This is an optimization exercise on Yosys and OpenROAD, whose aim is small area, not a production implementation. In this exercise RTL edits were held to simulation tests only and were not proved equivalent to the original.

== run Y ==
## tfg_pwmgen
module tfg_pwmgen (
    input  wire        CLK,
    input  wire        RST,
    input  wire [11:0] BUS_ADDR,
    input  wire [1:0]  BUS_SIZE,
    input  wire        BUS_WE,
    input  wire        BUS_RE,
    input  wire [31:0] BUS_WDATA,
    output reg  [31:0] BUS_RDATA,
    output reg         BUS_ERR,
    input  wire        ENC_A,
    input  wire        ENC_B,
    input  wire        BTN,
    input  wire        SERIAL_FRAME,
    input  wire        TIMEBASE,
    output wire [7:0]  PWM_OUT,
    output wire [7:0]  PWM_OE
);
Settings: LEC_CHECK=0, ABC_AREA=1, CAP_MARGIN=20, CORE_MARGIN=2, CORE_UTILIZATION=50, SLEW_MARGIN=20; clock period 200.0 ns.
standard.sh (not shown) runs the stock make flow with config.mk's settings and CLKGATE_MAP_FILE= SYNTH_SCRIPT=/design/flow/synth_recipe.tcl, a recipe that flattens the netlist after the stock synthesis.
==> flow/flow/run.sh <==
#!/bin/bash
# Own layout flow: the standard ORFS flow (standard.sh) with changes that
# only affect how the layout is built:
#   - after the standard synthesis, the logic outside the arithmetic
#     (outside the input cone of the SET_CONFIG / SET_PHASE result buses) is
#     mapped again with an area-oriented ABC script (flow/remap.ys,
#     flow/abc_remap.script); registers and arithmetic are left as they are,
#   - clock tree synthesis uses clkbuf_8 buffers, clusters of up to 12 sinks
#     within 60 um, and no dummy loads,
#   - the port buffers are buf_1 cells (every port still gets one).
# Each tool writes its full output to a log file in this folder (orfs_*.log,
# remap.log) or in orfs/logs/.
set -euo pipefail
W="$(pwd)"
R="$W/orfs/results/$FLOW_PLATFORM/tfg_pwmgen/base"
LIB="$FLOW_HOME/platforms/$FLOW_PLATFORM/lib/sky130_fd_sc_hd__tt_025C_1v80.lib"
YOSYS="$FLOW_HOME/../tools/install/yosys/bin/yosys"
[ -x "$YOSYS" ] || YOSYS=yosys

# 1. the standard synthesis
bash "$W/standard.sh" synth > "$W/orfs_synth.log" 2>&1

# 2. re-map the logic outside the arithmetic
python3 "$W/flow/mkmap.py" "$LIB" > "$W/remap_cells.v"
DONTUSE=$(grep -o -- '-dont_use [A-Za-z0-9_]*' "$W/orfs/logs/$FLOW_PLATFORM/tfg_pwmgen/base/1_2_yosys.log" | sort -u | tr '\n' ' ')
cp "$R/1_2_yosys.v" "$W/synth_standard.v"
sed -e "s#@LIB@#$LIB#g" -e "s#@IN@#$W/synth_standard.v#g" -e "s#@TOP@#$FLOW_TOP#g" \
    -e "s#@MAP@#$W/remap_cells.v#g" -e "s#@ABC@#$W/flow/abc_remap.script#g" \
    -e "s#@DONTUSE@#$DONTUSE#g" -e "s#@OUT@#$W/synth_remapped.v#g" \
    "$W/flow/remap.ys" > "$W/remap.ys"
"$YOSYS" -s "$W/remap.ys" > "$W/remap.log" 2>&1
cp "$W/synth_remapped.v" "$R/1_2_yosys.v"
rm -f "$R/1_synth.odb" "$R/1_synth.sdc"

# 3. the rest of the standard flow on the re-mapped netlist
bash "$W/standard.sh" \
  "CTS_ARGS=-sink_clustering_enable -repair_clock_nets -dont_use_dummy_load -buf_list sky130_fd_sc_hd__clkbuf_8 -sink_clustering_size 12 -sink_clustering_max_diameter 60" \
  "BUFFER_PORTS_ARGS=-buffer_cell sky130_fd_sc_hd__buf_1" \
  finish > "$W/orfs_make.log" 2>&1
Other scripts of this flow, unchanged in this note and not shown: flow/flow/abc_remap.script, flow/flow/mkmap.py, flow/flow/remap.ys
Run Y went all the way through synthesis, placement and routing and the layout is clean on timing, DRC and antenna.
Changes in run G relative to run Y:
diff --git a/flow/design.v b/flow/design.v
--- a/flow/design.v
+++ b/flow/design.v
@@ -262,52 +262,46 @@
             wire tmv = tick & pwm;
             tfg_inc #(18) u_inc (.a(ch_count[g]), .ci(tmv), .s(inc));
             assign cnt_t[g] = (tmv & ge) ? 18'd1 : inc;
             assign out_t[g] = ~tick ? ch_out[g] :
                               (ch_mode[g] == 2'd0) ? 1'b0 :
                               ~pwm ? 1'b1 :
                               ge ? (onz | ch_out[g]) :
                               eq ? 1'b0 : ch_out[g];
         end
     endgenerate
     wire [2:0]  sel     = BUS_WE ? cch : BUS_ADDR[7:5];
     wire [7:0]  sel_oh  = 8'd1 << sel;
-    reg  [17:0] total_s, cnt_r, on_s;
+    reg  [17:0] total_s, cnt_s, on_s;
     reg  [7:0]  phase_s;
     reg  [11:0] freq_s;
     reg  [6:0]  duty_s;
     reg  [1:0]  mode_s;
     reg         oe_s, out_s;
     integer     m;
     always @* begin
-        total_s = 18'd0; cnt_r = 18'd0; on_s = 18'd0; phase_s = 8'd0;
+        total_s = 18'd0; cnt_s = 18'd0; on_s = 18'd0; phase_s = 8'd0;
         freq_s = 12'd0; duty_s = 7'd0; mode_s = 2'd0; oe_s = 1'b0; out_s = 1'b0;
         for (m = 0; m < 8; m = m + 1) begin
             total_s = total_s | (ch_total[m] & {18{sel_oh[m]}});
-            cnt_r   = cnt_r   | (ch_count[m] & {18{sel_oh[m]}});
+            cnt_s   = cnt_s   | (cnt_t[m]    & {18{sel_oh[m]}});
             on_s    = on_s    | (ch_on[m]    & {18{sel_oh[m]}});
             phase_s = phase_s | (ch_phase[m] & {8{sel_oh[m]}});
             freq_s  = freq_s  | (ch_freq[m]  & {12{sel_oh[m]}});
             duty_s  = duty_s  | (ch_duty[m]  & {7{sel_oh[m]}});
             mode_s  = mode_s  | (ch_mode[m]  & {2{sel_oh[m]}});
             oe_s    = oe_s    | (ch_oe[m]    & sel_oh[m]);
             out_s   = out_s   | (out_t[m]    & sel_oh[m]);
         end
     end
-    wire        ge_s;
-    tfg_ge #(18) u_ge_s (.a(cnt_r), .b(total_s), .ge(ge_s));
-    wire        tmv_s = tick & (mode_s == 2'd1);
-    wire [17:0] inc_s;
-    tfg_inc #(18) u_inc_s (.a(cnt_r), .ci(tmv_s), .s(inc_s));
-    wire [17:0] cnt_s = (tmv_s & ge_s) ? 18'd1 : inc_s;
     wire [15:0] f_in  = BUS_WDATA[23:8];
     wire [7:0]  d_in  = BUS_WDATA[7:0];
     wire [11:0] cfg_f = (f_in > 16'd4000) ? 12'd4000 : f_in[11:0];
     wire [6:0]  cfg_d = (d_in > 8'd100) ? 7'd100 : d_in[6:0];
     wire signed [7:0] p_in = BUS_WDATA[7:0];
     wire [7:0]  ph_p = (p_in > 8'sd99) ? 8'd99 :
                        (p_in < -8'sd99) ? 8'd157 : p_in;
     wire [6:0]  p_abs  = ph_p[7] ? (7'd0 - ph_p[6:0]) : ph_p[6:0];
     wire [6:0]  po_abs = phase_s[7] ? (7'd0 - phase_s[6:0]) : phase_s[6:0];
     wire [17:0] dv_num = do_setcfg ? 18'd200000 : cnt_s;
     wire [17:0] dv_den = do_setcfg ? {6'd0, cfg_f | {11'd0, (cfg_f == 12'd0)}} : total_s;
     wire [17:0] dv_r [0:18];
## What came out
Run G closes out successfully: all stages finished, all timing, DRC and antenna checks passed. Compared with run Y, in run G slew at the pin with the worst max-slew slack decreased by 0.13 ns relative to the old numbers, final critical delay including setup and external delays decreased by 1.79 ns relative to the old numbers, non-clock buffer count decreased by about 3% relative to the old numbers. For sequential share of layout area, run G and run Y come out practically identical. [run G] growth of design area from synthesis to finish fell 0.40 points relative to run Y.

* * *

RTL: one of the versions met above, not the one the previous note started from.
Size in the first run: about 7700 cells after synthesis, roughly 1000 flip-flops, ~64000 um2 of cells after synthesis.
export LEC_CHECK = 0
export ABC_AREA = 1
export CAP_MARGIN = 30
export CORE_MARGIN = 2
export CORE_UTILIZATION = 50
export SLEW_MARGIN = 25
create_clock -name core_clock -period 200.0 [get_ports {CLK}]
==> flow/flow/run.sh <==
#!/bin/bash
# Own layout flow: the standard ORFS flow (standard.sh) with changes that
# only affect how the layout is built:
#   - an area-oriented ABC mapping script (flow/abc_area.script) in place of
#     ORFS's, with no full-adder extraction before it (ABC maps the adders),
#   - clock tree synthesis uses clkbuf_8 buffers, clusters of up to 12 sinks
#     within 60 um, and no dummy loads,
#   - the port buffers are buf_1 cells (every port still gets one).
# Synthesis is otherwise the standard flow's own (synth_recipe.tcl), so the registers are the same.
set -euo pipefail
W="$(pwd)"
S="$W/scripts_area"
rm -rf "$S"
cp -r "$FLOW_HOME/scripts" "$S"
cp "$W/flow/abc_area.script" "$S/abc_area.script"
bash "$W/standard.sh" \
  "SCRIPTS_DIR=$S" \
  "ADDER_MAP_FILE=" \
  "CTS_ARGS=-sink_clustering_enable -repair_clock_nets -dont_use_dummy_load -buf_list sky130_fd_sc_hd__clkbuf_8 -sink_clustering_size 12 -sink_clustering_max_diameter 60" \
  "BUFFER_PORTS_ARGS=-buffer_cell sky130_fd_sc_hd__buf_1" \
  finish > "$W/orfs_make.log" 2>&1
==> flow/flow/abc_area.script <==
strash
dc2
dch -f
amap
strash
dc2
dch -f
amap
topo
dnsize
stime -c
The baseline passed the timing, DRC and antenna checks.
==> next run, changes <==
--- a/flow/design.v
+++ b/flow/design.v
@@ -265,40 +265,46 @@
             assign out_t[g] = ~tick ? ch_out[g] :
                               (ch_mode[g] == 2'd0) ? 1'b0 :
                               ~pwm ? 1'b1 :
                               ge ? (onz | ch_out[g]) :
                               eq ? 1'b0 : ch_out[g];
         end
     endgenerate
     wire [2:0]  sel     = BUS_WE ? cch : BUS_ADDR[7:5];
     wire [7:0]  sel_oh  = 8'd1 << sel;
-    reg  [17:0] total_s, cnt_s, on_s;
+    reg  [17:0] total_s, cnt_r, on_s;
     reg  [7:0]  phase_s;
     reg  [11:0] freq_s;
     reg  [6:0]  duty_s;
     reg  [1:0]  mode_s;
     reg         oe_s, out_s;
     integer     m;
     always @* begin
-        total_s = 18'd0; cnt_s = 18'd0; on_s = 18'd0; phase_s = 8'd0;
+        total_s = 18'd0; cnt_r = 18'd0; on_s = 18'd0; phase_s = 8'd0;
         freq_s = 12'd0; duty_s = 7'd0; mode_s = 2'd0; oe_s = 1'b0; out_s = 1'b0;
         for (m = 0; m < 8; m = m + 1) begin
             total_s = total_s | (ch_total[m] & {18{sel_oh[m]}});
-            cnt_s   = cnt_s   | (cnt_t[m]    & {18{sel_oh[m]}});
+            cnt_r   = cnt_r   | (ch_count[m] & {18{sel_oh[m]}});
             on_s    = on_s    | (ch_on[m]    & {18{sel_oh[m]}});
             phase_s = phase_s | (ch_phase[m] & {8{sel_oh[m]}});
             freq_s  = freq_s  | (ch_freq[m]  & {12{sel_oh[m]}});
             duty_s  = duty_s  | (ch_duty[m]  & {7{sel_oh[m]}});
             mode_s  = mode_s  | (ch_mode[m]  & {2{sel_oh[m]}});
             oe_s    = oe_s    | (ch_oe[m]    & sel_oh[m]);
             out_s   = out_s   | (out_t[m]    & sel_oh[m]);
         end
     end
+    wire        ge_s;
+    tfg_ge #(18) u_ge_s (.a(cnt_r), .b(total_s), .ge(ge_s));
+    wire        tmv_s = tick & (mode_s == 2'd1);
+    wire [17:0] inc_s;
+    tfg_inc #(18) u_inc_s (.a(cnt_r), .ci(tmv_s), .s(inc_s));
+    wire [17:0] cnt_s = (tmv_s & ge_s) ? 18'd1 : inc_s;
     wire [15:0] f_in  = BUS_WDATA[23:8];
     wire [7:0]  d_in  = BUS_WDATA[7:0];
     wire [11:0] cfg_f = (f_in > 16'd4000) ? 12'd4000 : f_in[11:0];
     wire [6:0]  cfg_d = (d_in > 8'd100) ? 7'd100 : d_in[6:0];
     wire signed [7:0] p_in = BUS_WDATA[7:0];
     wire [7:0]  ph_p = (p_in > 8'sd99) ? 8'd99 :
                        (p_in < -8'sd99) ? 8'd157 : p_in;
     wire [6:0]  p_abs  = ph_p[7] ? (7'd0 - ph_p[6:0]) : ph_p[6:0];
     wire [6:0]  po_abs = phase_s[7] ? (7'd0 - phase_s[6:0]) : phase_s[6:0];
Effect: Synthesized area rose by 0.64%. Hold slack gets better by 0.017 ns. First-iteration DRC count rose by 4.6%. Setup slack gets worse by 2.8 ns. Critical path depth fell by 12. Global-route usage fell by 0.89 points.

## port drivers added, routing unchanged
No port has a modelled driver above. Below, the same layouts with a new extraction and two added sets of constraints.
Step 1, drivers: a clkbuf_16 drives CLK and a buf_2 each remaining input, both assumed.
Step 2, shift: input delay + t, output delay - t, t = (earliest + latest rising clock arrival at the registers) / 2. This alone moves slack from input paths to output paths.
a / b / c = ideal ports / drivers / drivers and shift; a / b = the first two.
run	t, ns	setup WS [ns]	hold WS [ns]	worst data-port slew with drivers (ns)
run Y	0.885	37.463 / 37.508 / 36.622	0.412 / 0.412 / 0.412	0.21
run G	0.854	39.257 / 39.296 / 38.442	0.426 / 0.426 / 0.426	0.04
the first run of note 2	0.878	74.496 / 74.532 / 73.654	0.361 / 0.361 / 0.361	0.08
the second run of note 2	0.904	71.690 / 71.734 / 70.829	0.377 / 0.377 / 0.377	0.20
After both steps setup and hold are still met in every run listed. The setup slack of the second run of note 2, which loses most, moves by +0.044 ns with the drivers and by -0.861 ns with both steps.
